From an optimization exercise on the open Yosys and OpenROAD flow, aimed at small area, a short achievable clock period and few clock cycles per item; shortcuts taken in it are not production practice.
Function was not checked in any run shown here: the RTL went through the layout flow alone.
No activity file was given, so power comes from the tool's default toggle rates.

==> config.mk <==
export PLATFORM = sky130hd
export DESIGN_NAME = ntsc_csc
export DESIGN_NICKNAME = ntsc_csc
export VERILOG_FILES = /design/flow/design.v
export SDC_FILE = /design/flow/constraint.sdc
export NUM_CORES = 4
export LEC_CHECK = 0
export CAP_MARGIN = 20
export CORE_MARGIN = 2
export CORE_UTILIZATION = 40
export SETUP_SLACK_MARGIN = 5
export SLEW_MARGIN = 20
==> constraint.sdc <==
create_clock -name core_clock -period 10.5 [get_ports {clk}]
set_input_delay 2.1000 -clock core_clock [delete_from_list [all_inputs] [get_ports {clk}]]
set_output_delay 2.1000 -clock core_clock [all_outputs]
set_load 0.01 [all_outputs]
==> design.v <==
module ntsc_palette (
    input  wire [5:0]  index,
    output wire [23:0] rgb
);
    localparam [64*24-1:0] PAL = {
        24'h000000, 24'h000000, 24'hF8D8F8, 24'h00FCFC, 24'hB8F8D8, 24'hB8F8B8, 24'hD8F878, 24'hF8D878,
        24'hFCE0A8, 24'hF0D0B0, 24'hF8A4C0, 24'hF8B8F8, 24'hD8B8F8, 24'hB8B8F8, 24'hA4E4FC, 24'hFCFCFC,
        24'h000000, 24'h000000, 24'h787878, 24'h00E8D8, 24'h58F898, 24'h58D854, 24'hB8F818, 24'hF8B800,
        24'hFCA044, 24'hF87858, 24'hF85898, 24'hF878F8, 24'h9878F8, 24'h6888FC, 24'h3CBCFC, 24'hF8F8F8,
        24'h000000, 24'h000000, 24'h000000, 24'h008888, 24'h00A844, 24'h00A800, 24'h00B800, 24'hAC7C00,
        24'hE45C10, 24'hF83800, 24'hE40058, 24'hD800CC, 24'h6844FC, 24'h0058F8, 24'h0078F8, 24'hBCBCBC,
        24'h000000, 24'h000000, 24'h000000, 24'h004058, 24'h005800, 24'h006800, 24'h007800, 24'h503000,
        24'h881400, 24'hA81000, 24'hA80020, 24'h940084, 24'h4428BC, 24'h0000BC, 24'h0000FC, 24'h7C7C7C
    };
    assign rgb = PAL[index*24 +: 24];
endmodule
module ntsc_cand (
    input  wire [23:0] col,
    input  wire [2:0]  step,
    output reg  [6:0]  o
);
    always @(*) begin
        if (col[7:0] < 8'd97) begin
            if (col[23:16] < 8'd94) begin
                if (col[15:8] < 8'd96) begin
                    if (col[23:16] < 8'd61) begin
                        if (col[15:8] < 8'd44) begin
                            if (col[7:0] < 8'd36) begin
                                if (col[23:16] < 8'd29) begin
                                    o = 7'd77;
                                end else begin
                                    case (step)
                                        3'd0: o = 7'd8;
                                        default: o = 7'd77;
                                    endcase
                                end
                            end else begin
                                case (step)
                                    3'd0: o = 7'd8;
                                    3'd1: o = 7'd12;
                                    default: o = 7'd77;
                                endcase
                            end
                        end else begin
                            if (col[7:0] < 8'd65) begin
                                case (step)
                                    3'd0: o = 7'd8;
                                    3'd1: o = 7'd11;
                                    default: o = 7'd76;
                                endcase
                            end else begin
                                o = 7'd76;
                            end
                        end
                    end else begin
                        if (col[15:8] < 8'd48) begin
                            if (col[7:0] < 8'd65) begin
                                case (step)
                                    3'd0: o = 7'd7;
                                    default: o = 7'd72;
                                endcase
                            end else begin
                                case (step)
                                    3'd0: o = 7'd4;
                                    3'd1: o = 7'd7;
                                    3'd2: o = 7'd8;
                                    3'd3: o = 7'd12;
                                    default: o = 7'd109;
                                endcase
                            end
                        end else begin
                            if (col[7:0] < 8'd56) begin
                                o = 7'd72;
                            end else begin
                                case (step)
                                    3'd0: o = 7'd8;
                                    3'd1: o = 7'd12;
                                    default: o = 7'd109;
                                endcase
                            end
                        end
                    end
                end else begin
                    if (col[15:8] < 8'd145) begin
                        if (col[23:16] < 8'd54) begin
                            if (col[7:0] < 8'd35) begin
                                case (step)
                                    3'd0: o = 7'd9;
                                    default: o = 7'd74;
                                endcase
                            end else begin
                                case (step)
                                    3'd0: o = 7'd9;
                                    3'd1: o = 7'd10;
                                    3'd2: o = 7'd12;
                                    3'd3: o = 7'd27;
                                    default: o = 7'd92;
                                endcase
                            end
                        end else begin
                            if (col[7:0] < 8'd66) begin
                                case (step)
                                    3'd0: o = 7'd8;
                                    3'd1: o = 7'd9;
                                    3'd2: o = 7'd10;
                                    3'd3: o = 7'd12;
                                    3'd4: o = 7'd24;
                                    3'd5: o = 7'd27;
                                    3'd6: o = 7'd42;
                                    default: o = 7'd109;
                                endcase
                            end else begin
                                case (step)
                                    3'd0: o = 7'd12;
                                    3'd1: o = 7'd27;
                                    3'd2: o = 7'd28;
                                    default: o = 7'd109;
                                endcase
                            end
                        end
                    end else begin
                        if (col[15:8] < 8'd176) begin
                            if (col[23:16] < 8'd50) begin
                                if (col[7:0] < 8'd35) begin
                                    o = 7'd90;
                                end else begin
                                    o = 7'd91;
                                end
                            end else begin
                                case (step)
                                    3'd0: o = 7'd24;
                                    3'd1: o = 7'd26;
                                    3'd2: o = 7'd27;
                                    3'd3: o = 7'd42;
                                    default: o = 7'd109;
                                endcase
                            end
                        end else begin
                            if (col[7:0] < 8'd53) begin
                                if (col[7:0] < 8'd35) begin
                                    case (step)
                                        3'd0: o = 7'd25;
                                        default: o = 7'd106;
                                    endcase
                                end else begin
                                    case (step)
                                        3'd0: o = 7'd25;
                                        3'd1: o = 7'd27;
                                        default: o = 7'd106;
                                    endcase
                                end
                            end else begin
                                case (step)
                                    3'd0: o = 7'd27;
                                    default: o = 7'd106;
                                endcase
                            end
                        end
                    end
                end
            end else begin
                if (col[15:8] < 8'd88) begin
                    if (col[23:16] < 8'd165) begin
                        if (col[7:0] < 8'd50) begin
                            if (col[15:8] < 8'd71) begin
                                if (col[23:16] < 8'd128) begin
                                    case (step)
                                        3'd0: o = 7'd5;
                                        3'd1: o = 7'd7;
                                        default: o = 7'd72;
                                    endcase
                                end else begin
                                    case (step)
                                        3'd0: o = 7'd5;
                                        3'd1: o = 7'd6;
                                        default: o = 7'd71;
                                    endcase
                                end
                            end else begin
                                case (step)
                                    3'd0: o = 7'd7;
                                    3'd1: o = 7'd8;
                                    default: o = 7'd88;
                                endcase
                            end
                        end else begin
                            case (step)
                                3'd0: o = 7'd4;
                                3'd1: o = 7'd5;
                                3'd2: o = 7'd7;
                                3'd3: o = 7'd8;
                                3'd4: o = 7'd24;
                                default: o = 7'd109;
                            endcase
                        end
                    end else begin
                        if (col[23:16] < 8'd191) begin
                            if (col[7:0] < 8'd67) begin
                                if (col[15:8] < 8'd54) begin
                                    case (step)
                                        3'd0: o = 7'd5;
                                        default: o = 7'd70;
                                    endcase
                                end else begin
                                    case (step)
                                        3'd0: o = 7'd5;
                                        3'd1: o = 7'd6;
                                        3'd2: o = 7'd23;
                                        default: o = 7'd88;
                                    endcase
                                end
                            end else begin
                                case (step)
                                    3'd0: o = 7'd4;
                                    3'd1: o = 7'd5;
                                    3'd2: o = 7'd21;
                                    3'd3: o = 7'd23;
                                    3'd4: o = 7'd24;
                                    3'd5: o = 7'd38;
                                    default: o = 7'd109;
                                endcase
                            end
                        end else begin
                            if (col[7:0] < 8'd39) begin
                                if (col[23:16] < 8'd231) begin
                                    case (step)
                                        3'd0: o = 7'd5;
                                        3'd1: o = 7'd6;
                                        3'd2: o = 7'd21;
                                        3'd3: o = 7'd22;
                                        default: o = 7'd87;
                                    endcase
                                end else begin
                                    case (step)
                                        3'd0: o = 7'd21;
                                        3'd1: o = 7'd22;
                                        default: o = 7'd87;
                                    endcase
                                end
                            end else begin
                                if (col[7:0] < 8'd80) begin
                                    case (step)
                                        3'd0: o = 7'd5;
                                        3'd1: o = 7'd21;
                                        3'd2: o = 7'd22;
                                        3'd3: o = 7'd23;
                                        default: o = 7'd102;
                                    endcase
                                end else begin
                                    case (step)
                                        3'd0: o = 7'd21;
                                        default: o = 7'd102;
                                    endcase
                                end
                            end
                        end
                    end
                end else begin
                    if (col[15:8] < 8'd166) begin
                        if (col[23:16] < 8'd171) begin
                            if (col[15:8] < 8'd135) begin
                                if (col[23:16] < 8'd125) begin
                                    if (col[7:0] < 8'd60) begin
                                        case (step)
                                            3'd0: o = 7'd8;
                                            3'd1: o = 7'd24;
                                            default: o = 7'd109;
                                        endcase
                                    end else begin
                                        o = 7'd109;
                                    end
                                end else begin
                                    case (step)
                                        3'd0: o = 7'd0;
                                        3'd1: o = 7'd24;
                                        default: o = 7'd109;
                                    endcase
                                end
                            end else begin
                                case (step)
                                    3'd0: o = 7'd0;
                                    3'd1: o = 7'd24;
                                    3'd2: o = 7'd42;
                                    default: o = 7'd109;
                                endcase
                            end
                        end else begin
                            if (col[7:0] < 8'd42) begin
                                if (col[15:8] < 8'd122) begin
                                    case (step)
                                        3'd0: o = 7'd23;
                                        default: o = 7'd88;
                                    endcase
                                end else begin
                                    case (step)
                                        3'd0: o = 7'd23;
                                        3'd1: o = 7'd24;
                                        3'd2: o = 7'd39;
                                        default: o = 7'd104;
                                    endcase
                                end
                            end else begin
                                if (col[23:16] < 8'd208) begin
                                    case (step)
                                        3'd0: o = 7'd0;
                                        3'd1: o = 7'd23;
                                        3'd2: o = 7'd24;
                                        3'd3: o = 7'd38;
                                        3'd4: o = 7'd39;
                                        default: o = 7'd109;
                                    endcase
                                end else begin
                                    case (step)
                                        3'd0: o = 7'd23;
                                        3'd1: o = 7'd38;
                                        default: o = 7'd103;
                                    endcase
                                end
                            end
                        end
                    end else begin
                        if (col[23:16] < 8'd182) begin
                            if (col[15:8] < 8'd195) begin
                                if (col[23:16] < 8'd164) begin
                                    case (step)
                                        3'd0: o = 7'd0;
                                        3'd1: o = 7'd24;
                                        3'd2: o = 7'd41;
                                        default: o = 7'd106;
                                    endcase
                                end else begin
                                    case (step)
                                        3'd0: o = 7'd0;
                                        3'd1: o = 7'd24;
                                        3'd2: o = 7'd39;
                                        3'd3: o = 7'd41;
                                        3'd4: o = 7'd42;
                                        default: o = 7'd121;
                                    endcase
                                end
                            end else begin
                                if (col[7:0] < 8'd79) begin
                                    case (step)
                                        3'd0: o = 7'd41;
                                        default: o = 7'd106;
                                    endcase
                                end else begin
                                    case (step)
                                        3'd0: o = 7'd41;
                                        3'd1: o = 7'd42;
                                        default: o = 7'd121;
                                    endcase
                                end
                            end
                        end else begin
                            if (col[7:0] < 8'd32) begin
                                case (step)
                                    3'd0: o = 7'd24;
                                    3'd1: o = 7'd40;
                                    default: o = 7'd105;
                                endcase
                            end else begin
                                if (col[7:0] < 8'd57) begin
                                    case (step)
                                        3'd0: o = 7'd24;
                                        3'd1: o = 7'd39;
                                        3'd2: o = 7'd40;
                                        3'd3: o = 7'd41;
                                        3'd4: o = 7'd56;
                                        default: o = 7'd121;
                                    endcase
                                end else begin
                                    case (step)
                                        3'd0: o = 7'd39;
                                        3'd1: o = 7'd41;
                                        3'd2: o = 7'd56;
                                        default: o = 7'd121;
                                    endcase
                                end
                            end
                        end
                    end
                end
            end
        end else begin
            if (col[23:16] < 8'd164) begin
                if (col[15:8] < 8'd126) begin
                    if (col[23:16] < 8'd84) begin
                        if (col[7:0] < 8'd185) begin
                            if (col[23:16] < 8'd54) begin
                                if (col[15:8] < 8'd68) begin
                                    case (step)
                                        3'd0: o = 7'd2;
                                        3'd1: o = 7'd3;
                                        default: o = 7'd76;
                                    endcase
                                end else begin
                                    if (col[7:0] < 8'd162) begin
                                        case (step)
                                            3'd0: o = 7'd3;
                                            3'd1: o = 7'd12;
                                            default: o = 7'd92;
                                        endcase
                                    end else begin
                                        case (step)
                                            3'd0: o = 7'd2;
                                            3'd1: o = 7'd3;
                                            3'd2: o = 7'd18;
                                            default: o = 7'd92;
                                        endcase
                                    end
                                end
                            end else begin
                                if (col[15:8] < 8'd87) begin
                                    case (step)
                                        3'd0: o = 7'd3;
                                        3'd1: o = 7'd4;
                                        3'd2: o = 7'd12;
                                        default: o = 7'd109;
                                    endcase
                                end else begin
                                    case (step)
                                        3'd0: o = 7'd0;
                                        3'd1: o = 7'd3;
                                        3'd2: o = 7'd12;
                                        3'd3: o = 7'd28;
                                        3'd4: o = 7'd34;
                                        default: o = 7'd109;
                                    endcase
                                end
                            end
                        end else begin
                            if (col[15:8] < 8'd96) begin
                                if (col[23:16] < 8'd46) begin
                                    if (col[7:0] < 8'd220) begin
                                        case (step)
                                            3'd0: o = 7'd2;
                                            3'd1: o = 7'd3;
                                            default: o = 7'd82;
                                        endcase
                                    end else begin
                                        case (step)
                                            3'd0: o = 7'd1;
                                            3'd1: o = 7'd3;
                                            default: o = 7'd82;
                                        endcase
                                    end
                                end else begin
                                    if (col[7:0] < 8'd204) begin
                                        o = 7'd67;
                                    end else begin
                                        case (step)
                                            3'd0: o = 7'd1;
                                            3'd1: o = 7'd3;
                                            3'd2: o = 7'd18;
                                            default: o = 7'd83;
                                        endcase
                                    end
                                end
                            end else begin
                                if (col[15:8] < 8'd104) begin
                                    case (step)
                                        3'd0: o = 7'd3;
                                        3'd1: o = 7'd18;
                                        3'd2: o = 7'd19;
                                        3'd3: o = 7'd28;
                                        default: o = 7'd98;
                                    endcase
                                end else begin
                                    if (col[7:0] < 8'd213) begin
                                        case (step)
                                            3'd0: o = 7'd3;
                                            3'd1: o = 7'd17;
                                            3'd2: o = 7'd28;
                                            default: o = 7'd98;
                                        endcase
                                    end else begin
                                        case (step)
                                            3'd0: o = 7'd17;
                                            default: o = 7'd98;
                                        endcase
                                    end
                                end
                            end
                        end
                    end else begin
                        if (col[7:0] < 8'd179) begin
                            if (col[15:8] < 8'd107) begin
                                if (col[15:8] < 8'd46) begin
                                    case (step)
                                        3'd0: o = 7'd3;
                                        default: o = 7'd68;
                                    endcase
                                end else begin
                                    if (col[15:8] < 8'd71) begin
                                        case (step)
                                            3'd0: o = 7'd0;
                                            3'd1: o = 7'd3;
                                            3'd2: o = 7'd4;
                                            default: o = 7'd109;
                                        endcase
                                    end else begin
                                        if (col[7:0] < 8'd136) begin
                                            if (col[23:16] < 8'd125) begin
                                                o = 7'd109;
                                            end else begin
                                                case (step)
                                                    3'd0: o = 7'd0;
                                                    default: o = 7'd109;
                                                endcase
                                            end
                                        end else begin
                                            case (step)
                                                3'd0: o = 7'd0;
                                                3'd1: o = 7'd3;
                                                default: o = 7'd109;
                                            endcase
                                        end
                                    end
                                end
                            end else begin
                                case (step)
                                    3'd0: o = 7'd0;
                                    default: o = 7'd109;
                                endcase
                            end
                        end else begin
                            if (col[15:8] < 8'd103) begin
                                if (col[23:16] < 8'd112) begin
                                    case (step)
                                        3'd0: o = 7'd0;
                                        3'd1: o = 7'd3;
                                        default: o = 7'd83;
                                    endcase
                                end else begin
                                    if (col[15:8] < 8'd58) begin
                                        case (step)
                                            3'd0: o = 7'd3;
                                            3'd1: o = 7'd4;
                                            3'd2: o = 7'd19;
                                            default: o = 7'd84;
                                        endcase
                                    end else begin
                                        if (col[7:0] < 8'd204) begin
                                            case (step)
                                                3'd0: o = 7'd0;
                                                3'd1: o = 7'd3;
                                                3'd2: o = 7'd4;
                                                3'd3: o = 7'd19;
                                                3'd4: o = 7'd20;
                                                default: o = 7'd99;
                                            endcase
                                        end else begin
                                            case (step)
                                                3'd0: o = 7'd19;
                                                default: o = 7'd99;
                                            endcase
                                        end
                                    end
                                end
                            end else begin
                                if (col[7:0] < 8'd199) begin
                                    case (step)
                                        3'd0: o = 7'd0;
                                        3'd1: o = 7'd3;
                                        3'd2: o = 7'd34;
                                        default: o = 7'd99;
                                    endcase
                                end else begin
                                    case (step)
                                        3'd0: o = 7'd34;
                                        default: o = 7'd99;
                                    endcase
                                end
                            end
                        end
                    end
                end else begin
                    if (col[23:16] < 8'd94) begin
                        if (col[7:0] < 8'd174) begin
                            if (col[23:16] < 8'd56) begin
                                if (col[15:8] < 8'd162) begin
                                    case (step)
                                        3'd0: o = 7'd27;
                                        default: o = 7'd92;
                                    endcase
                                end else begin
                                    case (step)
                                        3'd0: o = 7'd27;
                                        3'd1: o = 7'd28;
                                        3'd2: o = 7'd42;
                                        3'd3: o = 7'd43;
                                        default: o = 7'd108;
                                    endcase
                                end
                            end else begin
                                if (col[15:8] < 8'd183) begin
                                    case (step)
                                        3'd0: o = 7'd0;
                                        3'd1: o = 7'd27;
                                        3'd2: o = 7'd28;
                                        3'd3: o = 7'd33;
                                        3'd4: o = 7'd42;
                                        3'd5: o = 7'd43;
                                        default: o = 7'd109;
                                    endcase
                                end else begin
                                    case (step)
                                        3'd0: o = 7'd42;
                                        default: o = 7'd107;
                                    endcase
                                end
                            end
                        end else begin
                            if (col[15:8] < 8'd186) begin
                                if (col[7:0] < 8'd198) begin
                                    case (step)
                                        3'd0: o = 7'd0;
                                        3'd1: o = 7'd17;
                                        3'd2: o = 7'd28;
                                        3'd3: o = 7'd33;
                                        3'd4: o = 7'd34;
                                        3'd5: o = 7'd43;
                                        default: o = 7'd108;
                                    endcase
                                end else begin
                                    case (step)
                                        3'd0: o = 7'd17;
                                        3'd1: o = 7'd33;
                                        3'd2: o = 7'd34;
                                        default: o = 7'd108;
                                    endcase
                                end
                            end else begin
                                if (col[7:0] < 8'd227) begin
                                    if (col[23:16] < 8'd18) begin
                                        o = 7'd108;
                                    end else begin
                                        case (step)
                                            3'd0: o = 7'd33;
                                            3'd1: o = 7'd43;
                                            default: o = 7'd108;
                                        endcase
                                    end
                                end else begin
                                    if (col[23:16] < 8'd68) begin
                                        case (step)
                                            3'd0: o = 7'd33;
                                            3'd1: o = 7'd44;
                                            default: o = 7'd124;
                                        endcase
                                    end else begin
                                        case (step)
                                            3'd0: o = 7'd33;
                                            default: o = 7'd107;
                                        endcase
                                    end
                                end
                            end
                        end
                    end else begin
                        if (col[7:0] < 8'd181) begin
                            if (col[15:8] < 8'd163) begin
                                if (col[7:0] < 8'd144) begin
                                    case (step)
                                        3'd0: o = 7'd0;
                                        default: o = 7'd109;
                                    endcase
                                end else begin
                                    if (col[23:16] < 8'd96) begin
                                        case (step)
                                            3'd0: o = 7'd0;
                                            default: o = 7'd109;
                                        endcase
                                    end else begin
                                        case (step)
                                            3'd0: o = 7'd0;
                                            default: o = 7'd80;
                                        endcase
                                    end
                                end
                            end else begin
                                if (col[7:0] < 8'd142) begin
                                    if (col[23:16] < 8'd135) begin
                                        case (step)
                                            3'd0: o = 7'd0;
                                            3'd1: o = 7'd42;
                                            3'd2: o = 7'd43;
                                            default: o = 7'd109;
                                        endcase
                                    end else begin
                                        case (step)
                                            3'd0: o = 7'd0;
                                            3'd1: o = 7'd16;
                                            3'd2: o = 7'd42;
                                            3'd3: o = 7'd43;
                                            3'd4: o = 7'd57;
                                            default: o = 7'd122;
                                        endcase
                                    end
                                end else begin
                                    if (col[15:8] < 8'd193) begin
                                        case (step)
                                            3'd0: o = 7'd0;
                                            3'd1: o = 7'd16;
                                            default: o = 7'd107;
                                        endcase
                                    end else begin
                                        case (step)
                                            3'd0: o = 7'd16;
                                            3'd1: o = 7'd43;
                                            default: o = 7'd122;
                                        endcase
                                    end
                                end
                            end
                        end else begin
                            if (col[15:8] < 8'd204) begin
                                if (col[15:8] < 8'd173) begin
                                    if (col[23:16] < 8'd113) begin
                                        case (step)
                                            3'd0: o = 7'd0;
                                            default: o = 7'd98;
                                        endcase
                                    end else begin
                                        case (step)
                                            3'd0: o = 7'd0;
                                            3'd1: o = 7'd16;
                                            3'd2: o = 7'd34;
                                            3'd3: o = 7'd35;
                                            default: o = 7'd114;
                                        endcase
                                    end
                                end else begin
                                    case (step)
                                        3'd0: o = 7'd0;
                                        3'd1: o = 7'd16;
                                        3'd2: o = 7'd33;
                                        3'd3: o = 7'd34;
                                        3'd4: o = 7'd43;
                                        3'd5: o = 7'd49;
                                        default: o = 7'd114;
                                    endcase
                                end
                            end else begin
                                if (col[23:16] < 8'd118) begin
                                    case (step)
                                        3'd0: o = 7'd33;
                                        3'd1: o = 7'd43;
                                        default: o = 7'd113;
                                    endcase
                                end else begin
                                    if (col[7:0] < 8'd218) begin
                                        case (step)
                                            3'd0: o = 7'd16;
                                            3'd1: o = 7'd43;
                                            3'd2: o = 7'd49;
                                            3'd3: o = 7'd58;
                                            default: o = 7'd123;
                                        endcase
                                    end else begin
                                        case (step)
                                            3'd0: o = 7'd49;
                                            default: o = 7'd123;
                                        endcase
                                    end
                                end
                            end
                        end
                    end
                end
            end else begin
                if (col[15:8] < 8'd198) begin
                    if (col[15:8] < 8'd113) begin
                        if (col[7:0] < 8'd186) begin
                            if (col[23:16] < 8'd207) begin
                                if (col[7:0] < 8'd143) begin
                                    if (col[15:8] < 8'd65) begin
                                        case (step)
                                            3'd0: o = 7'd4;
                                            3'd1: o = 7'd21;
                                            default: o = 7'd101;
                                        endcase
                                    end else begin
                                        case (step)
                                            3'd0: o = 7'd0;
                                            3'd1: o = 7'd4;
                                            3'd2: o = 7'd21;
                                            3'd3: o = 7'd37;
                                            3'd4: o = 7'd38;
                                            default: o = 7'd109;
                                        endcase
                                    end
                                end else begin
                                    case (step)
                                        3'd0: o = 7'd0;
                                        3'd1: o = 7'd4;
                                        3'd2: o = 7'd20;
                                        3'd3: o = 7'd35;
                                        default: o = 7'd101;
                                    endcase
                                end
                            end else begin
                                if (col[15:8] < 8'd66) begin
                                    case (step)
                                        3'd0: o = 7'd20;
                                        3'd1: o = 7'd21;
                                        3'd2: o = 7'd37;
                                        default: o = 7'd102;
                                    endcase
                                end else begin
                                    case (step)
                                        3'd0: o = 7'd37;
                                        default: o = 7'd102;
                                    endcase
                                end
                            end
                        end else begin
                            if (col[23:16] < 8'd201) begin
                                case (step)
                                    3'd0: o = 7'd19;
                                    3'd1: o = 7'd20;
                                    3'd2: o = 7'd35;
                                    default: o = 7'd101;
                                endcase
                            end else begin
                                if (col[15:8] < 8'd41) begin
                                    o = 7'd84;
                                end else begin
                                    case (step)
                                        3'd0: o = 7'd20;
                                        3'd1: o = 7'd36;
                                        default: o = 7'd101;
                                    endcase
                                end
                            end
                        end
                    end else begin
                        if (col[7:0] < 8'd197) begin
                            if (col[7:0] < 8'd148) begin
                                if (col[15:8] < 8'd150) begin
                                    case (step)
                                        3'd0: o = 7'd0;
                                        3'd1: o = 7'd16;
                                        3'd2: o = 7'd37;
                                        3'd3: o = 7'd38;
                                        default: o = 7'd117;
                                    endcase
                                end else begin
                                    if (col[23:16] < 8'd197) begin
                                        case (step)
                                            3'd0: o = 7'd0;
                                            3'd1: o = 7'd16;
                                            3'd2: o = 7'd38;
                                            3'd3: o = 7'd39;
                                            3'd4: o = 7'd56;
                                            default: o = 7'd121;
                                        endcase
                                    end else begin
                                        case (step)
                                            3'd0: o = 7'd16;
                                            3'd1: o = 7'd38;
                                            3'd2: o = 7'd39;
                                            3'd3: o = 7'd53;
                                            3'd4: o = 7'd54;
                                            default: o = 7'd120;
                                        endcase
                                    end
                                end
                            end else begin
                                if (col[15:8] < 8'd157) begin
                                    case (step)
                                        3'd0: o = 7'd0;
                                        3'd1: o = 7'd16;
                                        3'd2: o = 7'd35;
                                        3'd3: o = 7'd37;
                                        default: o = 7'd117;
                                    endcase
                                end else begin
                                    if (col[23:16] < 8'd207) begin
                                        o = 7'd80;
                                    end else begin
                                        case (step)
                                            3'd0: o = 7'd16;
                                            3'd1: o = 7'd53;
                                            default: o = 7'd118;
                                        endcase
                                    end
                                end
                            end
                        end else begin
                            if (col[23:16] < 8'd201) begin
                                if (col[15:8] < 8'd155) begin
                                    case (step)
                                        3'd0: o = 7'd16;
                                        3'd1: o = 7'd35;
                                        3'd2: o = 7'd50;
                                        default: o = 7'd117;
                                    endcase
                                end else begin
                                    case (step)
                                        3'd0: o = 7'd16;
                                        default: o = 7'd114;
                                    endcase
                                end
                            end else begin
                                if (col[7:0] < 8'd228) begin
                                    case (step)
                                        3'd0: o = 7'd16;
                                        3'd1: o = 7'd36;
                                        3'd2: o = 7'd51;
                                        3'd3: o = 7'd52;
                                        3'd4: o = 7'd53;
                                        default: o = 7'd118;
                                    endcase
                                end else begin
                                    if (col[23:16] < 8'd233) begin
                                        case (step)
                                            3'd0: o = 7'd36;
                                            default: o = 7'd115;
                                        endcase
                                    end else begin
                                        case (step)
                                            3'd0: o = 7'd36;
                                            default: o = 7'd116;
                                        endcase
                                    end
                                end
                            end
                        end
                    end
                end else begin
                    if (col[7:0] < 8'd210) begin
                        if (col[7:0] < 8'd201) begin
                            if (col[7:0] < 8'd163) begin
                                if (col[7:0] < 8'd135) begin
                                    if (col[23:16] < 8'd197) begin
                                        case (step)
                                            3'd0: o = 7'd16;
                                            default: o = 7'd121;
                                        endcase
                                    end else begin
                                        case (step)
                                            3'd0: o = 7'd56;
                                            default: o = 7'd121;
                                        endcase
                                    end
                                end else begin
                                    case (step)
                                        3'd0: o = 7'd16;
                                        3'd1: o = 7'd54;
                                        3'd2: o = 7'd55;
                                        3'd3: o = 7'd56;
                                        3'd4: o = 7'd57;
                                        default: o = 7'd122;
                                    endcase
                                end
                            end else begin
                                if (col[23:16] < 8'd203) begin
                                    case (step)
                                        3'd0: o = 7'd16;
                                        default: o = 7'd122;
                                    endcase
                                end else begin
                                    if (col[23:16] < 8'd231) begin
                                        case (step)
                                            3'd0: o = 7'd16;
                                            3'd1: o = 7'd54;
                                            3'd2: o = 7'd55;
                                            default: o = 7'd122;
                                        endcase
                                    end else begin
                                        case (step)
                                            3'd0: o = 7'd54;
                                            default: o = 7'd119;
                                        endcase
                                    end
                                end
                            end
                        end else begin
                            if (col[23:16] < 8'd228) begin
                                case (step)
                                    3'd0: o = 7'd16;
                                    3'd1: o = 7'd54;
                                    default: o = 7'd123;
                                endcase
                            end else begin
                                case (step)
                                    3'd0: o = 7'd32;
                                    3'd1: o = 7'd54;
                                    3'd2: o = 7'd55;
                                    default: o = 7'd123;
                                endcase
                            end
                        end
                    end else begin
                        if (col[15:8] < 8'd232) begin
                            if (col[23:16] < 8'd226) begin
                                if (col[23:16] < 8'd208) begin
                                    case (step)
                                        3'd0: o = 7'd16;
                                        3'd1: o = 7'd49;
                                        3'd2: o = 7'd50;
                                        3'd3: o = 7'd51;
                                        3'd4: o = 7'd59;
                                        default: o = 7'd125;
                                    endcase
                                end else begin
                                    if (col[7:0] < 8'd217) begin
                                        case (step)
                                            3'd0: o = 7'd16;
                                            3'd1: o = 7'd51;
                                            3'd2: o = 7'd54;
                                            3'd3: o = 7'd59;
                                            default: o = 7'd125;
                                        endcase
                                    end else begin
                                        case (step)
                                            3'd0: o = 7'd51;
                                            3'd1: o = 7'd59;
                                            default: o = 7'd125;
                                        endcase
                                    end
                                end
                            end else begin
                                if (col[15:8] < 8'd207) begin
                                    case (step)
                                        3'd0: o = 7'd51;
                                        3'd1: o = 7'd52;
                                        3'd2: o = 7'd54;
                                        default: o = 7'd125;
                                    endcase
                                end else begin
                                    if (col[7:0] < 8'd215) begin
                                        case (step)
                                            3'd0: o = 7'd54;
                                            default: o = 7'd125;
                                        endcase
                                    end else begin
                                        o = 7'd125;
                                    end
                                end
                            end
                        end else begin
                            if (col[23:16] < 8'd227) begin
                                case (step)
                                    3'd0: o = 7'd32;
                                    3'd1: o = 7'd49;
                                    3'd2: o = 7'd54;
                                    default: o = 7'd123;
                                endcase
                            end else begin
                                if (col[15:8] < 8'd236) begin
                                    case (step)
                                        3'd0: o = 7'd32;
                                        default: o = 7'd118;
                                    endcase
                                end else begin
                                    case (step)
                                        3'd0: o = 7'd32;
                                        default: o = 7'd112;
                                    endcase
                                end
                            end
                        end
                    end
                end
            end
        end
    end
endmodule
module ntsc_palk (
    input  wire [5:0]  index,
    output wire [14:0] k
);
    localparam [64*15-1:0] K = {
        15'd24576,
        15'd24576,
        15'd3368,
        15'd8700,
        15'd6824,
        15'd8424,
        15'd9256,
        15'd9256,
        15'd6838,
        15'd8096,
        15'd8918,
        15'd4968,
        15'd6824,
        15'd8424,
        15'd6778,
        15'd762,
        15'd24576,
        15'd24576,
        15'd19176,
        15'd12016,
        15'd13032,
        15'd16894,
        15'd12584,
        15'd12656,
        15'd12860,
        15'd14120,
        15'd13032,
        15'd7400,
        15'd12200,
        15'd12974,
        15'd11770,
        15'd1512,
        15'd24576,
        15'd24576,
        15'd24576,
        15'd19952,
        15'd20470,
        15'd21048,
        15'd20344,
        15'd18956,
        15'd16988,
        15'd16496,
        15'd17110,
        15'd13542,
        15'd14708,
        15'd15920,
        15'd15088,
        15'd11322,
        15'd24576,
        15'd24576,
        15'd24576,
        15'd23096,
        15'd23608,
        15'd23224,
        15'd22776,
        15'd23488,
        15'd22214,
        15'd21016,
        15'd20920,
        15'd19660,
        15'd19380,
        15'd20158,
        15'd16638,
        15'd18810
    };
    assign k = K[index*15 +: 15];
endmodule
module ntsc_pack (
    input  wire [23:0] c,
    output wire [15:0] w
);
    localparam [256*5-1:0] Q5 = {
        5'd31,
        5'd31,
        5'd31,
        5'd31,
        5'd31,
        5'd30,
        5'd30,
        5'd30,
        5'd30,
        5'd30,
        5'd30,
        5'd30,
        5'd30,
        5'd29,
        5'd29,
        5'd29,
        5'd29,
        5'd29,
        5'd29,
        5'd29,
        5'd29,
        5'd28,
        5'd28,
        5'd28,
        5'd28,
        5'd28,
        5'd28,
        5'd28,
        5'd28,
        5'd27,
        5'd27,
        5'd27,
        5'd27,
        5'd27,
        5'd27,
        5'd27,
        5'd27,
        5'd27,
        5'd26,
        5'd26,
        5'd26,
        5'd26,
        5'd26,
        5'd26,
        5'd26,
        5'd26,
        5'd25,
        5'd25,
        5'd25,
        5'd25,
        5'd25,
        5'd25,
        5'd25,
        5'd25,
        5'd24,
        5'd24,
        5'd24,
        5'd24,
        5'd24,
        5'd24,
        5'd24,
        5'd24,
        5'd23,
        5'd23,
        5'd23,
        5'd23,
        5'd23,
        5'd23,
        5'd23,
        5'd23,
        5'd22,
        5'd22,
        5'd22,
        5'd22,
        5'd22,
        5'd22,
        5'd22,
        5'd22,
        5'd22,
        5'd21,
        5'd21,
        5'd21,
        5'd21,
        5'd21,
        5'd21,
        5'd21,
        5'd21,
        5'd20,
        5'd20,
        5'd20,
        5'd20,
        5'd20,
        5'd20,
        5'd20,
        5'd20,
        5'd19,
        5'd19,
        5'd19,
        5'd19,
        5'd19,
        5'd19,
        5'd19,
        5'd19,
        5'd18,
        5'd18,
        5'd18,
        5'd18,
        5'd18,
        5'd18,
        5'd18,
        5'd18,
        5'd18,
        5'd17,
        5'd17,
        5'd17,
        5'd17,
        5'd17,
        5'd17,
        5'd17,
        5'd17,
        5'd16,
        5'd16,
        5'd16,
        5'd16,
        5'd16,
        5'd16,
        5'd16,
        5'd16,
        5'd15,
        5'd15,
        5'd15,
        5'd15,
        5'd15,
        5'd15,
        5'd15,
        5'd15,
        5'd14,
        5'd14,
        5'd14,
        5'd14,
        5'd14,
        5'd14,
        5'd14,
        5'd14,
        5'd13,
        5'd13,
        5'd13,
        5'd13,
        5'd13,
        5'd13,
        5'd13,
        5'd13,
        5'd13,
        5'd12,
        5'd12,
        5'd12,
        5'd12,
        5'd12,
        5'd12,
        5'd12,
        5'd12,
        5'd11,
        5'd11,
        5'd11,
        5'd11,
        5'd11,
        5'd11,
        5'd11,
        5'd11,
        5'd10,
        5'd10,
        5'd10,
        5'd10,
        5'd10,
        5'd10,
        5'd10,
        5'd10,
        5'd9,
        5'd9,
        5'd9,
        5'd9,
        5'd9,
        5'd9,
        5'd9,
        5'd9,
        5'd9,
        5'd8,
        5'd8,
        5'd8,
        5'd8,
        5'd8,
        5'd8,
        5'd8,
        5'd8,
        5'd7,
        5'd7,
        5'd7,
        5'd7,
        5'd7,
        5'd7,
        5'd7,
        5'd7,
        5'd6,
        5'd6,
        5'd6,
        5'd6,
        5'd6,
        5'd6,
        5'd6,
        5'd6,
        5'd5,
        5'd5,
        5'd5,
        5'd5,
        5'd5,
        5'd5,
        5'd5,
        5'd5,
        5'd4,
        5'd4,
        5'd4,
        5'd4,
        5'd4,
        5'd4,
        5'd4,
        5'd4,
        5'd4,
        5'd3,
        5'd3,
        5'd3,
        5'd3,
        5'd3,
        5'd3,
        5'd3,
        5'd3,
        5'd2,
        5'd2,
        5'd2,
        5'd2,
        5'd2,
        5'd2,
        5'd2,
        5'd2,
        5'd1,
        5'd1,
        5'd1,
        5'd1,
        5'd1,
        5'd1,
        5'd1,
        5'd1,
        5'd0,
        5'd0,
        5'd0,
        5'd0,
        5'd0
    };
    localparam [256*6-1:0] Q6 = {
        6'd63,
        6'd63,
        6'd63,
        6'd62,
        6'd62,
        6'd62,
        6'd62,
        6'd61,
        6'd61,
        6'd61,
        6'd61,
        6'd60,
        6'd60,
        6'd60,
        6'd60,
        6'd59,
        6'd59,
        6'd59,
        6'd59,
        6'd58,
        6'd58,
        6'd58,
        6'd58,
        6'd57,
        6'd57,
        6'd57,
        6'd57,
        6'd56,
        6'd56,
        6'd56,
        6'd56,
        6'd55,
        6'd55,
        6'd55,
        6'd55,
        6'd54,
        6'd54,
        6'd54,
        6'd54,
        6'd53,
        6'd53,
        6'd53,
        6'd53,
        6'd52,
        6'd52,
        6'd52,
        6'd52,
        6'd51,
        6'd51,
        6'd51,
        6'd51,
        6'd50,
        6'd50,
        6'd50,
        6'd50,
        6'd49,
        6'd49,
        6'd49,
        6'd49,
        6'd48,
        6'd48,
        6'd48,
        6'd48,
        6'd47,
        6'd47,
        6'd47,
        6'd47,
        6'd46,
        6'd46,
        6'd46,
        6'd46,
        6'd45,
        6'd45,
        6'd45,
        6'd45,
        6'd44,
        6'd44,
        6'd44,
        6'd44,
        6'd43,
        6'd43,
        6'd43,
        6'd43,
        6'd42,
        6'd42,
        6'd42,
        6'd42,
        6'd42,
        6'd41,
        6'd41,
        6'd41,
        6'd41,
        6'd40,
        6'd40,
        6'd40,
        6'd40,
        6'd39,
        6'd39,
        6'd39,
        6'd39,
        6'd38,
        6'd38,
        6'd38,
        6'd38,
        6'd37,
        6'd37,
        6'd37,
        6'd37,
        6'd36,
        6'd36,
        6'd36,
        6'd36,
        6'd35,
        6'd35,
        6'd35,
        6'd35,
        6'd34,
        6'd34,
        6'd34,
        6'd34,
        6'd33,
        6'd33,
        6'd33,
        6'd33,
        6'd32,
        6'd32,
        6'd32,
        6'd32,
        6'd31,
        6'd31,
        6'd31,
        6'd31,
        6'd30,
        6'd30,
        6'd30,
        6'd30,
        6'd29,
        6'd29,
        6'd29,
        6'd29,
        6'd28,
        6'd28,
        6'd28,
        6'd28,
        6'd27,
        6'd27,
        6'd27,
        6'd27,
        6'd26,
        6'd26,
        6'd26,
        6'd26,
        6'd25,
        6'd25,
        6'd25,
        6'd25,
        6'd24,
        6'd24,
        6'd24,
        6'd24,
        6'd23,
        6'd23,
        6'd23,
        6'd23,
        6'd22,
        6'd22,
        6'd22,
        6'd22,
        6'd21,
        6'd21,
        6'd21,
        6'd21,
        6'd21,
        6'd20,
        6'd20,
        6'd20,
        6'd20,
        6'd19,
        6'd19,
        6'd19,
        6'd19,
        6'd18,
        6'd18,
        6'd18,
        6'd18,
        6'd17,
        6'd17,
        6'd17,
        6'd17,
        6'd16,
        6'd16,
        6'd16,
        6'd16,
        6'd15,
        6'd15,
        6'd15,
        6'd15,
        6'd14,
        6'd14,
        6'd14,
        6'd14,
        6'd13,
        6'd13,
        6'd13,
        6'd13,
        6'd12,
        6'd12,
        6'd12,
        6'd12,
        6'd11,
        6'd11,
        6'd11,
        6'd11,
        6'd10,
        6'd10,
        6'd10,
        6'd10,
        6'd9,
        6'd9,
        6'd9,
        6'd9,
        6'd8,
        6'd8,
        6'd8,
        6'd8,
        6'd7,
        6'd7,
        6'd7,
        6'd7,
        6'd6,
        6'd6,
        6'd6,
        6'd6,
        6'd5,
        6'd5,
        6'd5,
        6'd5,
        6'd4,
        6'd4,
        6'd4,
        6'd4,
        6'd3,
        6'd3,
        6'd3,
        6'd3,
        6'd2,
        6'd2,
        6'd2,
        6'd2,
        6'd1,
        6'd1,
        6'd1,
        6'd1,
        6'd0,
        6'd0,
        6'd0
    };
    assign w = {Q5[c[23:16]*5 +: 5], Q6[c[15:8]*6 +: 6], Q5[c[7:0]*5 +: 5]};
endmodule
module ntsc_unpack (
    input  wire [15:0] w,
    output wire [23:0] c
);
    localparam [32*8-1:0] E5 = {
        8'd255,
        8'd247,
        8'd239,
        8'd230,
        8'd222,
        8'd214,
        8'd206,
        8'd197,
        8'd189,
        8'd181,
        8'd173,
        8'd165,
        8'd156,
        8'd148,
        8'd140,
        8'd132,
        8'd123,
        8'd115,
        8'd107,
        8'd99,
        8'd90,
        8'd82,
        8'd74,
        8'd66,
        8'd58,
        8'd49,
        8'd41,
        8'd33,
        8'd25,
        8'd16,
        8'd8,
        8'd0
    };
    localparam [64*8-1:0] E6 = {
        8'd255,
        8'd251,
        8'd247,
        8'd243,
        8'd239,
        8'd235,
        8'd231,
        8'd227,
        8'd223,
        8'd219,
        8'd215,
        8'd210,
        8'd206,
        8'd202,
        8'd198,
        8'd194,
        8'd190,
        8'd186,
        8'd182,
        8'd178,
        8'd174,
        8'd170,
        8'd166,
        8'd162,
        8'd158,
        8'd154,
        8'd150,
        8'd146,
        8'd142,
        8'd138,
        8'd134,
        8'd130,
        8'd125,
        8'd121,
        8'd117,
        8'd113,
        8'd109,
        8'd105,
        8'd101,
        8'd97,
        8'd93,
        8'd89,
        8'd85,
        8'd81,
        8'd77,
        8'd73,
        8'd69,
        8'd65,
        8'd61,
        8'd57,
        8'd53,
        8'd49,
        8'd45,
        8'd40,
        8'd36,
        8'd32,
        8'd28,
        8'd24,
        8'd20,
        8'd16,
        8'd12,
        8'd8,
        8'd4,
        8'd0
    };
    assign c = {E5[w[15:11]*8 +: 8], E6[w[10:5]*8 +: 8], E5[w[4:0]*8 +: 8]};
endmodule
module ntsc_csc (
    input  wire        clk,
    input  wire        rst,
    input  wire        in_valid,
    output wire        in_ready,
    input  wire [1:0]  in_op,
    input  wire [31:0] in_data,
    output wire        out_valid,
    input  wire        out_ready,
    output wire [31:0] out_data,
    output wire        out_err
);
    localparam OP_DECODE = 2'd0;
    localparam OP_ENCODE = 2'd1;
    localparam OP_PACK   = 2'd2;
    localparam OP_UNPACK = 2'd3;
    reg         ov;
    reg  [23:0] od;
    reg         oe;
    wire        adv = !ov | out_ready;
    reg         v0;
    reg  [1:0]  op0;
    reg  [23:0] d0;
    reg         e0;
    reg         v1;
    reg  [1:0]  op1;
    reg  [23:0] d1;
    reg         e1;
    reg  [2:0]  step1;
    reg  [5:0]  idx1;
    reg         first1, last1;
    reg         sel1;        
    wire        done1 = !v1 | last1;
    wire        take0 = adv & done1;
    assign in_ready = adv & (!v0 | done1);
    always @(posedge clk) begin
        if (rst) begin
            v0 <= 1'b0;
        end else if (in_ready) begin
            v0 <= in_valid;
        end
    end
    always @(posedge clk) begin
        if (in_ready) begin
            op0 <= in_op;
            d0  <= in_data[23:0];
            e0  <= |in_data[31:6];
        end
    end
    wire [23:0] ccol  = sel1 ? d0 : d1;
    wire [2:0]  cstep = sel1 ? 3'd0 : step1;
    wire [6:0]  cand;
    ntsc_cand u_cand (.col(ccol), .step(cstep), .o(cand));
    always @(posedge clk) begin
        if (rst) begin
            v1 <= 1'b0;
        end else if (take0) begin
            v1 <= v0;
        end
    end
    always @(posedge clk) begin
        if (rst) begin
            sel1 <= 1'b1;
        end else if (adv) begin
            sel1 <= done1 ? (!v0 | (op0 != OP_ENCODE) | cand[6]) : cand[6];
        end
    end
    always @(posedge clk) begin
        if (adv) begin
            if (done1) begin
                op1    <= op0;
                d1     <= d0;
                e1     <= e0;
                step1  <= 3'd1;
                first1 <= 1'b1;
                idx1   <= (op0 == OP_ENCODE) ? cand[5:0] : d0[5:0];
                last1  <= (op0 == OP_ENCODE) ? cand[6] : 1'b1;
            end else begin
                step1  <= step1 + 3'd1;
                first1 <= 1'b0;
                idx1   <= cand[5:0];
                last1  <= cand[6];
            end
        end
    end
    wire [23:0] prgb;
    wire [14:0] pk;
    ntsc_palette u_pal (.index(idx1), .rgb(prgb));
    ntsc_palk    u_pk  (.index(idx1), .k(pk));
    wire [9:0]  r3 = {2'b00, d1[23:16]} + {1'b0, d1[23:16], 1'b0};
    wire [9:0]  g3 = {2'b00, d1[15:8]}  + {1'b0, d1[15:8], 1'b0};
    wire [9:0]  b3 = {2'b00, d1[7:0]}   + {1'b0, d1[7:0], 1'b0};
    function [9:0] pick(input [1:0] dig, input [7:0] c, input [9:0] c3);
        case (dig)
            2'd0:    pick = 10'd0;
            2'd1:    pick = {2'b00, c};
            2'd2:    pick = {1'b0, c, 1'b0};
            default: pick = c3;
        endcase
    endfunction
    function [33:0] csa(input [16:0] a, input [16:0] b, input [16:0] c);
        csa = {(a & b | a & c | b & c) << 1, a ^ b ^ c};
    endfunction
    wire [16:0] row0 = {7'd0, pick(prgb[19:18], d1[23:16], r3)};
    wire [16:0] row1 = {5'd0, pick(prgb[21:20], d1[23:16], r3), 2'd0};
    wire [16:0] row2 = {3'd0, pick(prgb[23:22], d1[23:16], r3), 4'd0};
    wire [16:0] row3 = {7'd0, pick(prgb[11:10], d1[15:8], g3)};
    wire [16:0] row4 = {5'd0, pick(prgb[13:12], d1[15:8], g3), 2'd0};
    wire [16:0] row5 = {3'd0, pick(prgb[15:14], d1[15:8], g3), 4'd0};
    wire [16:0] row6 = {7'd0, pick(prgb[3:2], d1[7:0], b3)};
    wire [16:0] row7 = {5'd0, pick(prgb[5:4], d1[7:0], b3), 2'd0};
    wire [16:0] row8 = {3'd0, pick(prgb[7:6], d1[7:0], b3), 4'd0};
    wire [33:0] l1a = csa(row0, row1, row2);
    wire [33:0] l1b = csa(row3, row4, row5);
    wire [33:0] l1c = csa(row6, row7, row8);
    wire [33:0] l2a = csa(l1a[16:0], l1a[33:17], l1b[16:0]);
    wire [33:0] l2b = csa(l1b[33:17], l1c[16:0], l1c[33:17]);
    wire [33:0] l3a = csa(l2a[16:0], l2a[33:17], l2b[16:0]);
    wire [33:0] l4a = csa(l3a[16:0], l3a[33:17], l2b[33:17]);
    wire [15:0] packed565;
    wire [23:0] unpacked;
    ntsc_pack   u_pack   (.c(d1), .w(packed565));
    ntsc_unpack u_unpack (.w(d1[15:0]), .c(unpacked));
    reg  [23:0] r1;
    always @(*) begin
        case (op1)
            OP_DECODE: r1 = e1 ? 24'd0 : prgb;
            OP_ENCODE: r1 = {1'b0, idx1, l4a[16:0]};
            OP_PACK:   r1 = {8'd0, packed565};
            default:   r1 = unpacked;
        endcase
    end
    reg         v2;
    reg         enc2, first2, last2, err2;
    reg  [23:0] d2;
    reg  [16:1] c2;
    reg  [14:0] k2;
    always @(posedge clk) begin
        if (rst) begin
            v2 <= 1'b0;
        end else if (adv) begin
            v2 <= v1;
        end
    end
    always @(posedge clk) begin
        if (adv) begin
            enc2   <= (op1 == OP_ENCODE);
            first2 <= first1;
            last2  <= last1;
            err2   <= e1 & (op1 == OP_DECODE);
            d2     <= r1;
            c2     <= l4a[33:18];
            k2     <= pk;
        end
    end
    reg  [16:0] best;
    wire [16:0] score2 = d2[16:0] + {c2, 1'b0} + {2'b00, k2};
    wire        better = first2 | (score2 > best);
    always @(posedge clk) begin
        if (rst) begin
            ov <= 1'b0;
        end else if (adv) begin
            ov <= v2 & (!enc2 | last2);
        end
    end
    always @(posedge clk) begin
        if (adv & v2) begin
            if (enc2) begin
                oe <= 1'b0;
                if (better) begin
                    best <= score2;
                    od   <= {18'd0, d2[22:17]};
                end
            end else begin
                oe <= err2;
                od <= d2;
            end
        end
    end
    assign out_valid = ov;
    assign out_data  = {8'd0, od};
    assign out_err   = oe;
endmodule
==> run.sh <==
#!/bin/bash
# synth_recipe.tcl (not shown) runs the flow's synth.tcl, then flattens the netlist and writes it again
# the make line also repeats each setting of config.mk as NAME=value (left out here)
make -C /OpenROAD-flow-scripts/flow DESIGN_CONFIG=/design/flow/config.mk WORK_HOME=/design/flow/orfs CLKGATE_MAP_FILE= SYNTH_SCRIPT=/design/flow/synth_recipe.tcl finish
==> qor.log, run 1 <==
[layout] fraction of layout instances using a drive strength above 1 0.111
[timing] setup repair after global routing missed its margin yes
[global_routing] number of antenna violations at the first check in global routing 5
[clock_network] latest clock arrival within the worst-skew pair 0.49 ns
[synthesis] synthesized area per cell 7.68 sq um
[worst_setup_path] CP max stage cell sky130_fd_sc_hd__fa_1
[die] number of placed I/O pins 73
[global_routing] first-pass GRT wire length 157 mm
[timing] worst hold-check slack 0.424 ns
[drt] violation count after the first detailed-route iteration 3851
[drt] total number of vias 25000
[timing] peak clock frequency supported by timing 180 MHz
[placement] placed instance area 24100 sq um
[drt] DRC violations left 0
[worst_setup_path] worst reg2reg startpoint idx1[3]
[clock_network] Max H-tree Level 4
[worst_setup_path] worst stage delay on the critical path 0.58 ns
[worst_setup_path] library cell appearing most often on the critical path sky130_fd_sc_hd__fa_1
[worst_setup_path] series of cell instances along the critical path buf_8 > buf_16 > nor2_1 > nand2_1 > and3_1 > nor3_1 > a21oi_1 > o32ai_2 > buf_6 > mux2i_1 > o21ai_0 > fa_1 > inv_1 > fa_1 > fa_1 > fa_1 > inv_1 > mux4_2
[timing] worst slew pin tran 1.31 ns
[worst_setup_path] endpoint class of the critical path flop
[placement] HPWL Detailed 80.9 mm
[synthesis] post-synthesis sequential area ratio 0.219
[timing] final hold violation count 0
[timing] Clock Skews 0.0205 ns
[drt] number of nets still failing antenna checks after routing 0
[flow_run] max-cap violation count 0
[die] Horiz. Die Dim 243 um
[synthesis] register bit count reported by yosys 168
[worst_setup_path] count of buffering cells on the critical path with inverters included 5
[layout] count of nets after finishing 3176
[layout] Layout fillers 5735
[worst_setup_path] flop-to-flop setup slack 4.96 ns
[global_routing] pin count of the biggest net entering global routing 97
[power_and_ir_drop] Power Dens Cells 282 nW/um^2
[timing] final sum of negative setup slack 0 ns
[power_and_ir_drop] Leak Pwr 9.73 nW
[clock_network] clock-pin slew of the registers on the worst-case setup and hold paths 0.08 ns
[worst_setup_path] reg2reg end d2[4]
[outcome] outcome no timing/DRC/antenna violations
[die] starting utilization of the core area 0.405
[placement] routability congestion estimate 1.06
[synthesis] Mapped Area 22800 sq um
[synthesis] warnings from Yosys 2
[layout] layout-stage area growth over the synthesis result 12.4%
[synthesis] commonest register cell after synthesis sky130_fd_sc_hd__edfxtp_1
[die] number of rows in the core area 87
[timing] Final setup violation count 0
[worst_setup_path] number of cells on the worst reg-to-reg path 18
[worst_setup_path] type of the setup path with the least slack flop to flop
[clock_network] CTS sink cnt 168
[worst_setup_path] element type at the critical path start flop
[power_and_ir_drop] post-layout power 7.22 mW
[global_routing] overall global routing resource usage 0.356
[global_routing] via count of the first global-routing pass 22900
[die] Core Region 56400 sq um
[drt] detailed-router iteration count before antenna repair 8
[synthesis] count of flip-flops with a built-in enable after synthesis 163
[layout] utilization of the core after routing 0.455
[clock_network] Num CTS Buffers 17
[layout] final instance area 25600 sq um
[worst_setup_path] required time at the worst-slack endpoint 10.72 ns
[die] Total Die Area 59000 sq um
[synthesis] instance count of the mapped netlist 2973
[drt] routed wire length 108 mm
[drt] vias per inst 6.71
[power_and_ir_drop] worst vdd ir 0.299 mV
[clock_network] clock tree root driver cell sky130_fd_sc_hd__clkbuf_16
[drt] average wire per standard cell 29.1 um
[hold_path] Min-Delay Path Depth 0
[timing] max-slew violation count 0
[die] die boundary height 243 um
[global_routing] final global-route overflow total 0
[worst_setup_path] worst-path maximum fanout 46
[hold_path] Worst Hold Path EP first2
[clock_network] TritonCTS clock tree yes
[worst_setup_path] Crit. path cell count 18
[placement] Buffers on Ports 64
[timing] Slew Limit Headroom 0.118
[worst_setup_path] delay-heaviest family, CP adder cells
[clock_network] Clock Path Buffers 2
[timing] portion of the clock cycle consumed by the worst path in the final layout 0.528
[hold_path] worst min-delay path category flop to flop
[worst_setup_path] arrival time of data at the critical path endpoint 5.76 ns
[timing] post-layout min period 5.54 ns
[synthesis] FFs w/ async S/R, synth 0
[hold_path] startpoint of the worst hold path first1
[synthesis] Unique masters post-synth 108
-- through the flow --
step           instances  worst slack [ns]
2_1_floorplan       2980              5.01
3_3_place_gp        3641              3.96
3_5_place_dp        3641              3.91
4_1_cts             3694              4.83
5_1_grt             3722              4.91
6_report            3723              4.96
-- registers in the layout, summed over array words and instances (netlist names), 6 cells and up --
| name | count |
|---|---|
| d0 | 24 |
| od | 24 |
| d1 | 24 |
| c2 | 14 |
| best | 17 |
| k2 | 14 |
| d2 | 24 |
| idx1 | 6 |
-- kinds of logic after synthesis --
kind of cell	count (synthesis)	synth area share
AO/OA/AOI/OAI	1091	0.311
XOR/XNOR	35	0.0134
adder cells (fa/ha/maj)	185	0.127
buffers and inverters	396	0.0710
flip-flops	168	0.219
multiplexers	110	0.0535
other	1	0.000164
AND/OR/NAND/NOR	987	0.205
-- power by group --
group / leakage (nW) / switching, mW / internal [mW]
Combinational: 7.72 / 3.32 / 2.09
Sequential: 1.72 / 0.117 / 1.03
Clock: 0.289 / 0.334 / 0.321
-- synthesized netlist by cell type (34+ instances only) --
| cell type | n | area, sq um |
|---|---|---|
| sky130_fd_sc_hd__inv_1 | 144 | 541 |
| sky130_fd_sc_hd__a31oi_1 | 50 | 313 |
| sky130_fd_sc_hd__fa_1 | 78 | 1560 |
| sky130_fd_sc_hd__nor2_1 | 281 | 1050 |
| sky130_fd_sc_hd__o21ai_0 | 242 | 1210 |
| sky130_fd_sc_hd__ha_1 | 107 | 1340 |
| sky130_fd_sc_hd__mux2i_1 | 86 | 861 |
| sky130_fd_sc_hd__a211oi_1 | 54 | 405 |
| sky130_fd_sc_hd__edfxtp_1 | 163 | 4890 |
| sky130_fd_sc_hd__nand2b_1 | 34 | 213 |
| sky130_fd_sc_hd__nand3_1 | 59 | 295 |
| sky130_fd_sc_hd__clkbuf_1 | 177 | 664 |
| sky130_fd_sc_hd__a21oi_1 | 296 | 1480 |
| sky130_fd_sc_hd__o211ai_1 | 44 | 330 |
| sky130_fd_sc_hd__nand2_1 | 305 | 1140 |
| sky130_fd_sc_hd__nor3_1 | 83 | 415 |
| sky130_fd_sc_hd__nor2b_1 | 61 | 382 |
-- how the worst max path moves through the flow --
stage	start	end
floorplan	idx1[2]	d2[10]
global placement	idx1[4]	d2[4]
detailed placement	idx1[1]	d2[4]
CTS	idx1[2]	d2[4]
global route	idx1[3]	d2[4]
finish	idx1[3]	d2[4]
-- routing by layer --
| layer | GRT usage | vias up | wire, um |
|---|---|---|---|
| met1 | 0.483 | 12100 | 43500 |
| met3 | 0.0676 | 284 | 11600 |
| li1 | - | 11000 | - |
| met5 | 0 | - | 43 |
| met4 | 0.156 | 6 | 5500 |
| met2 | 0.550 | 1658 | 47500 |
-- cell usage in the layout (no fill, tap or decap), drive strengths merged, types with 63 or more instances in the layout --
master,synthesis,routed
nand2,305,305
nor2,284,284
ha,107,107
edfxtp,163,163
mux2i,89,89
nor3,87,87
fa,78,78
o21ai,278,278
clkdlybuf4s50,0,63
inv,145,154
buf,67,131
a21oi,302,302
-- what timing repair did --
action                     CTS  global route
setup endpoints to repair   27            58
gates cloned                 1             2
resized for setup           47            92
hold buffers                 0             0
pin swaps                    0             9
buffers inserted            20            26
-- cell type report --
| type | count | area [sq um] | area share |
|---|---|---|---|
| clock buffer | 17 | 425 | 0.0166 |
| timing repair buffer | 199 | 1850 | 0.0721 |
| sequential | 168 | 5000 | 0.195 |
| tap | 756 | 946 | 0.0369 |
| clock inverter | 15 | 168 | 0.00654 |
| multi-input combinational | 2416 | 16700 | 0.650 |
| inverter | 151 | 591 | 0.0230 |
| antenna | 1 | 2.50 | 0.0000976 |
==> run 2: changes to the inputs <==
--- a/design.v
+++ b/design.v
@@ -1789,10 +1789,6 @@
     reg  [23:0] od;
     reg         oe;
     wire        adv = !ov | out_ready;
-    reg         v0;
-    reg  [1:0]  op0;
-    reg  [23:0] d0;
-    reg         e0;
     reg         v1;
     reg  [1:0]  op1;
     reg  [23:0] d1;
@@ -1802,50 +1798,35 @@
     reg         first1, last1;
     reg         sel1;        
     wire        done1 = !v1 | last1;
-    wire        take0 = adv & done1;
-    assign in_ready = adv & (!v0 | done1);
-    always @(posedge clk) begin
-        if (rst) begin
-            v0 <= 1'b0;
-        end else if (in_ready) begin
-            v0 <= in_valid;
-        end
-    end
-    always @(posedge clk) begin
-        if (in_ready) begin
-            op0 <= in_op;
-            d0  <= in_data[23:0];
-            e0  <= |in_data[31:6];
-        end
-    end
-    wire [23:0] ccol  = sel1 ? d0 : d1;
+    assign in_ready = adv & done1;
+    wire [23:0] ccol  = sel1 ? in_data[23:0] : d1;
     wire [2:0]  cstep = sel1 ? 3'd0 : step1;
     wire [6:0]  cand;
     ntsc_cand u_cand (.col(ccol), .step(cstep), .o(cand));
+    wire        ienc = (in_op == OP_ENCODE);
     always @(posedge clk) begin
         if (rst) begin
-            v1 <= 1'b0;
-        end else if (take0) begin
-            v1 <= v0;
-        end
-    end
-    always @(posedge clk) begin
-        if (rst) begin
+            v1   <= 1'b0;
             sel1 <= 1'b1;
         end else if (adv) begin
-            sel1 <= done1 ? (!v0 | (op0 != OP_ENCODE) | cand[6]) : cand[6];
+            if (done1) begin
+                v1   <= in_valid;
+                sel1 <= !in_valid | !ienc | cand[6];
+            end else begin
+                sel1 <= cand[6];
+            end
         end
     end
     always @(posedge clk) begin
         if (adv) begin
             if (done1) begin
-                op1    <= op0;
-                d1     <= d0;
-                e1     <= e0;
+                op1    <= in_op;
+                d1     <= in_data[23:0];
+                e1     <= |in_data[31:6];
                 step1  <= 3'd1;
                 first1 <= 1'b1;
-                idx1   <= (op0 == OP_ENCODE) ? cand[5:0] : d0[5:0];
-                last1  <= (op0 == OP_ENCODE) ? cand[6] : 1'b1;
+                idx1   <= ienc ? cand[5:0] : in_data[5:0];
+                last1  <= ienc ? cand[6] : 1'b1;
             end else begin
                 step1  <= step1 + 3'd1;
                 first1 <= 1'b0;
@@ -1887,7 +1868,6 @@
     wire [33:0] l2a = csa(l1a[16:0], l1a[33:17], l1b[16:0]);
     wire [33:0] l2b = csa(l1b[33:17], l1c[16:0], l1c[33:17]);
     wire [33:0] l3a = csa(l2a[16:0], l2a[33:17], l2b[16:0]);
-    wire [33:0] l4a = csa(l3a[16:0], l3a[33:17], l2b[33:17]);
     wire [15:0] packed565;
     wire [23:0] unpacked;
     ntsc_pack   u_pack   (.c(d1), .w(packed565));
@@ -1896,7 +1876,7 @@
     always @(*) begin
         case (op1)
             OP_DECODE: r1 = e1 ? 24'd0 : prgb;
-            OP_ENCODE: r1 = {1'b0, idx1, l4a[16:0]};
+            OP_ENCODE: r1 = {1'b0, idx1, l3a[16:0]};
             OP_PACK:   r1 = {8'd0, packed565};
             default:   r1 = unpacked;
         endcase
@@ -1904,7 +1884,7 @@
     reg         v2;
     reg         enc2, first2, last2, err2;
     reg  [23:0] d2;
-    reg  [16:1] c2;
+    reg  [16:1] c2, e2;
     reg  [14:0] k2;
     always @(posedge clk) begin
         if (rst) begin
@@ -1920,13 +1900,15 @@
             last2  <= last1;
             err2   <= e1 & (op1 == OP_DECODE);
             d2     <= r1;
-            c2     <= l4a[33:18];
+            c2     <= l3a[33:18];
+            e2     <= l2b[33:18];
             k2     <= pk;
         end
     end
     reg  [16:0] best;
-    wire [16:0] score2 = d2[16:0] + {c2, 1'b0} + {2'b00, k2};
-    wire        better = first2 | (score2 > best);
+    wire [16:0] score2 = d2[16:0] + {c2, 1'b0} + {e2, 1'b0} + {2'b00, k2};
+    wire [17:0] diff2  = {1'b0, d2[16:0]} + {1'b0, c2, 1'b0} + {1'b0, e2, 1'b0} + {3'b000, k2} + {1'b1, ~best};
+    wire        better = first2 | !diff2[17];
     always @(posedge clk) begin
         if (rst) begin
             ov <= 1'b0;
==> run 2 against run 1 <==
Clock skew rose by 0.0040 ns. Final cell count rose by 1.5%. Wire length rose by 5.3%. Worst hold slack improved by 0.0082 ns. Worst setup slack got worse by 0.040 ns. First-iteration DRC count fell by 23%. Count of clock-buffer cells in the layout did not move. Sequential share of layout area fell by 2.1 points.
==> qor.log, run 2 <==
[layout] largest registers in the final layout d1 (24), d2 (24), od (24)
[drt] violation count after the first detailed-route iteration 2951
[global_routing] first-pass GRT wire length 164 mm
[drt] total number of vias 25200
[drt] average wire per standard cell 30.2 um
[timing] final hold violation count 0
[timing] Slew Limit Headroom 0.199
[placement] HPWL Detailed 87.3 mm
[timing] Final setup violation count 0
[timing] portion of the clock cycle consumed by the worst path in the final layout 0.532
[global_routing] final global-route overflow total 0
[power_and_ir_drop] relative contribution of the clock network to total power 0.081
[synthesis] commonest register cell after synthesis sky130_fd_sc_hd__edfxtp_1
[timing] setup repair after global routing missed its margin yes
[flow_run] max-cap violation count 0
[worst_setup_path] type of the setup path with the least slack input pin to flop
[synthesis] top cells by area in the synthesized netlist sky130_fd_sc_hd__edfxtp_1 19%, sky130_fd_sc_hd__fa_1 8.0%, sky130_fd_sc_hd__ha_1 5.9%
[placement] Buffers on Ports 64
[power_and_ir_drop] Cell Int Power 3.56 mW
[drt] routed wire length 114 mm
[die] number of rows in the core area 88
[power_and_ir_drop] share of total power in sequential cells 0.145
[clock_network] CTS sink cnt 150
[layout] most common cell after layout, fill and taps aside sky130_fd_sc_hd__nand2_1
[worst_setup_path] worst stage delay on the critical path 0.84 ns
[worst_setup_path] arrival time of data at the critical path endpoint 5.80 ns
[synthesis] cell type with the largest total area after synthesis sky130_fd_sc_hd__edfxtp_1
[synthesis] FFs w/ async S/R, synth 0
[global_routing] via count of the first global-routing pass 23600
[drt] vias per inst 6.68
[die] starting utilization of the core area 0.403
[clock_network] Clock Path Buffers 2
[layout] utilization of the core after routing 0.448
[layout] count of nets after finishing 3237
[clock_network] Num CTS Buffers 17
[die] number of placed I/O pins 73
[power_and_ir_drop] net switching power of the design 3.86 mW
[synthesis] Mapped Area 23100 sq um
[drt] detailed-router iteration count before antenna repair 8
[global_routing] overall global routing resource usage 0.373
[synthesis] proportion of netlist area held by the largest area contributor 0.189
[global_routing] number of antenna violations at the first check in global routing 4
[layout] layout-stage area growth over the synthesis result 11.2%
[power_and_ir_drop] Power Dens Cells 288 nW/um^2
[worst_setup_path] CP max stage cell sky130_fd_sc_hd__a31oi_1
[power_and_ir_drop] post-layout power 7.42 mW
[outcome] outcome no timing/DRC/antenna violations
[die] Total Die Area 59800 sq um
[hold_path] worst min-delay path category flop to flop
[clock_network] latest clock arrival within the worst-skew pair 0.47 ns
[synthesis] register bit count reported by yosys 150
[worst_setup_path] element type at the critical path start input pin
[drt] DRC violations left 0
[power_and_ir_drop] switching share of power 0.521
[layout] commonest cells after routing, fill and taps aside 278 x sky130_fd_sc_hd__nand2_1, 262 x sky130_fd_sc_hd__nor2_1, 247 x sky130_fd_sc_hd__o21ai_0
[clock_network] hold buffers post-CTS 0
[timing] peak clock frequency supported by timing 179 MHz
[synthesis] post-synthesis sequential area ratio 0.193
[layout] fraction of layout instances using a drive strength above 1 0.108
[timing] Clock Skews 0.0245 ns
[timing] final sum of negative setup slack 0 ns
[timing] max-slew violation count 0
[synthesis] Unique masters post-synth 106
[drt] number of nets still failing antenna checks after routing 0
[worst_setup_path] series of cell instances along the critical path clkdlybuf4s50_1 > nand3_1 > and2_1 > a31oi_1 > o21a_1 > a22oi_1 > o221ai_1 > a31oi_2 > or2_1
[clock_network] TritonCTS clock tree yes
[power_and_ir_drop] worst vdd ir 0.526 mV
[timing] post-layout min period 5.58 ns
[timing] worst slew pin tran 1.19 ns
[synthesis] commonest cells in the synthesized netlist 280 x sky130_fd_sc_hd__nand2_1, 270 x sky130_fd_sc_hd__nor2_1, 257 x sky130_fd_sc_hd__o21ai_0, 249 x sky130_fd_sc_hd__a21oi_1, 199 x sky130_fd_sc_hd__inv_1
[worst_setup_path] endpoint class of the critical path flop
[power_and_ir_drop] Leak Pwr 9.97 nW
[worst_setup_path] required time at the worst-slack endpoint 10.72 ns
[global_routing] pin count of the biggest net entering global routing 85
[power_and_ir_drop] combinational fraction of design power 0.773
[clock_network] Max H-tree Level 4
[placement] routability congestion estimate 1.06
[die] Horiz. Die Dim 245 um
[synthesis] warnings from Yosys 2
[synthesis] count of flip-flops with a built-in enable after synthesis 146
[die] die boundary height 245 um
[clock_network] clock-pin slew of the registers on the worst-case setup and hold paths 0.07 ns
[synthesis] synthesized area per cell 7.64 sq um
[synthesis] instance count of the mapped netlist 3028
[die] Core Region 57500 sq um
[clock_network] clock tree root driver cell sky130_fd_sc_hd__clkbuf_16
[worst_setup_path] worst-path maximum fanout 12
[synthesis] cell with the most instances after synthesis sky130_fd_sc_hd__nand2_1
==> run 2: cell types whose count changed after synthesis, moves of 15 or more <==
cell	previous run	this run
sky130_fd_sc_hd__a21oi_1	296	249
sky130_fd_sc_hd__edfxtp_1	163	146
sky130_fd_sc_hd__fa_1	78	93
sky130_fd_sc_hd__inv_1	144	199
sky130_fd_sc_hd__nand2_1	305	280
sky130_fd_sc_hd__nor2b_1	61	41
sky130_fd_sc_hd__nor3_1	83	64
sky130_fd_sc_hd__o21ai_0	242	257
==> run 2: final cells by class <==
| class | instances | area (sq um) |
|---|---|---|
| Tap cell | 765 | 957 |
| Multi-Input combinational cell | 2426 | 17200 |
| Fill cell | 5821 | 31700 |
| Inverter | 202 | 785 |
| Clock inverter | 14 | 126 |
| Clock buffer | 17 | 425 |
| Sequential cell | 150 | 4470 |
| Antenna cell | 3 | 7.51 |
| Timing Repair Buffer | 200 | 1780 |
==> run 2: power by group through the flow <==
stage | Clock (mW) | Combinational [mW] | Sequential, mW
CTS | 0.621 | 5.63 | 1.08
detailed placement | 0 | 5.55 | 1.10
global placement | 0 | 5.45 | 1.09
finish | 0.605 | 5.74 | 1.08
global route | 0.637 | 6.37 | 1.09
floorplan | 0 | 3.82 | 1.06
==> run 2: critical path: cells and delay by family <==
| family | cells | cell delay (ns) |
|---|---|---|
| buf+inv | 1 | 0.77 |
| compound gates | 5 | 2.09 |
| simple gates | 3 | 0.81 |
==> run 2: repair_timing <==
item | 4_1_cts | 5_1_grt
cloned | 1 | 1
pin swaps | 3 | 0
endpoints found under the hold margin | 0 | 0
setup buffers | 8 | 12
endpoints found under the setup margin | 30 | 16
resized for setup | 28 | 66
==> run 2: metal layers <==
layer | global-route usage | wire length [um] | vias up
met2 | 0.608 | 52300 | 1491
met5 | 0 | 13 | -
met4 | 0.280 | 10300 | 2
met1 | 0.442 | 42500 | 12100
li1 | - | - | 11200
met3 | 0.0613 | 8840 | 417
==> run 2: path summary, 6_finish.rpt <==
path / startpoint / to / slack (ns) / cells past startpoint
setup / recovery: in_data[13] / last1 / 4.92 / 9
hold / removal: first1 / first2 / 0.43 / 0
setup reg to reg: idx1[2] / d2[7] / 5.09 / 19
hold reg to reg: first1 / first2 / 0.43 / 0
==> run 2: kinds of logic (layout without fill, tap and decap cells) <==
kind of cell	after synthesis	after routing	share of synthesized area
xor+xnor	39	39	0.0148
mux	117	117	0.0564
fa+ha+maj	203	203	0.140
compound gates	1120	1120	0.321
simple gates	939	939	0.193
flops	150	150	0.193
buf+inv	459	433	0.0813
other cells	1	11	0.000162
==> run 2: through the flow <==
step | worst slack, ns | hold WS (ns) | instance area (sq um) | std cells
5_1_grt | 4.99 | 0.442 | 25700 | 3774
6_report | 4.92 | 0.432 | 25700 | 3777
2_1_floorplan | 5.41 | 0.400 | 23200 | 3035
3_3_place_gp | 3.61 | 0.405 | 24600 | 3718
3_5_place_dp | 3.66 | 0.406 | 24600 | 3720
4_1_cts | 4.88 | 0.434 | 25400 | 3760
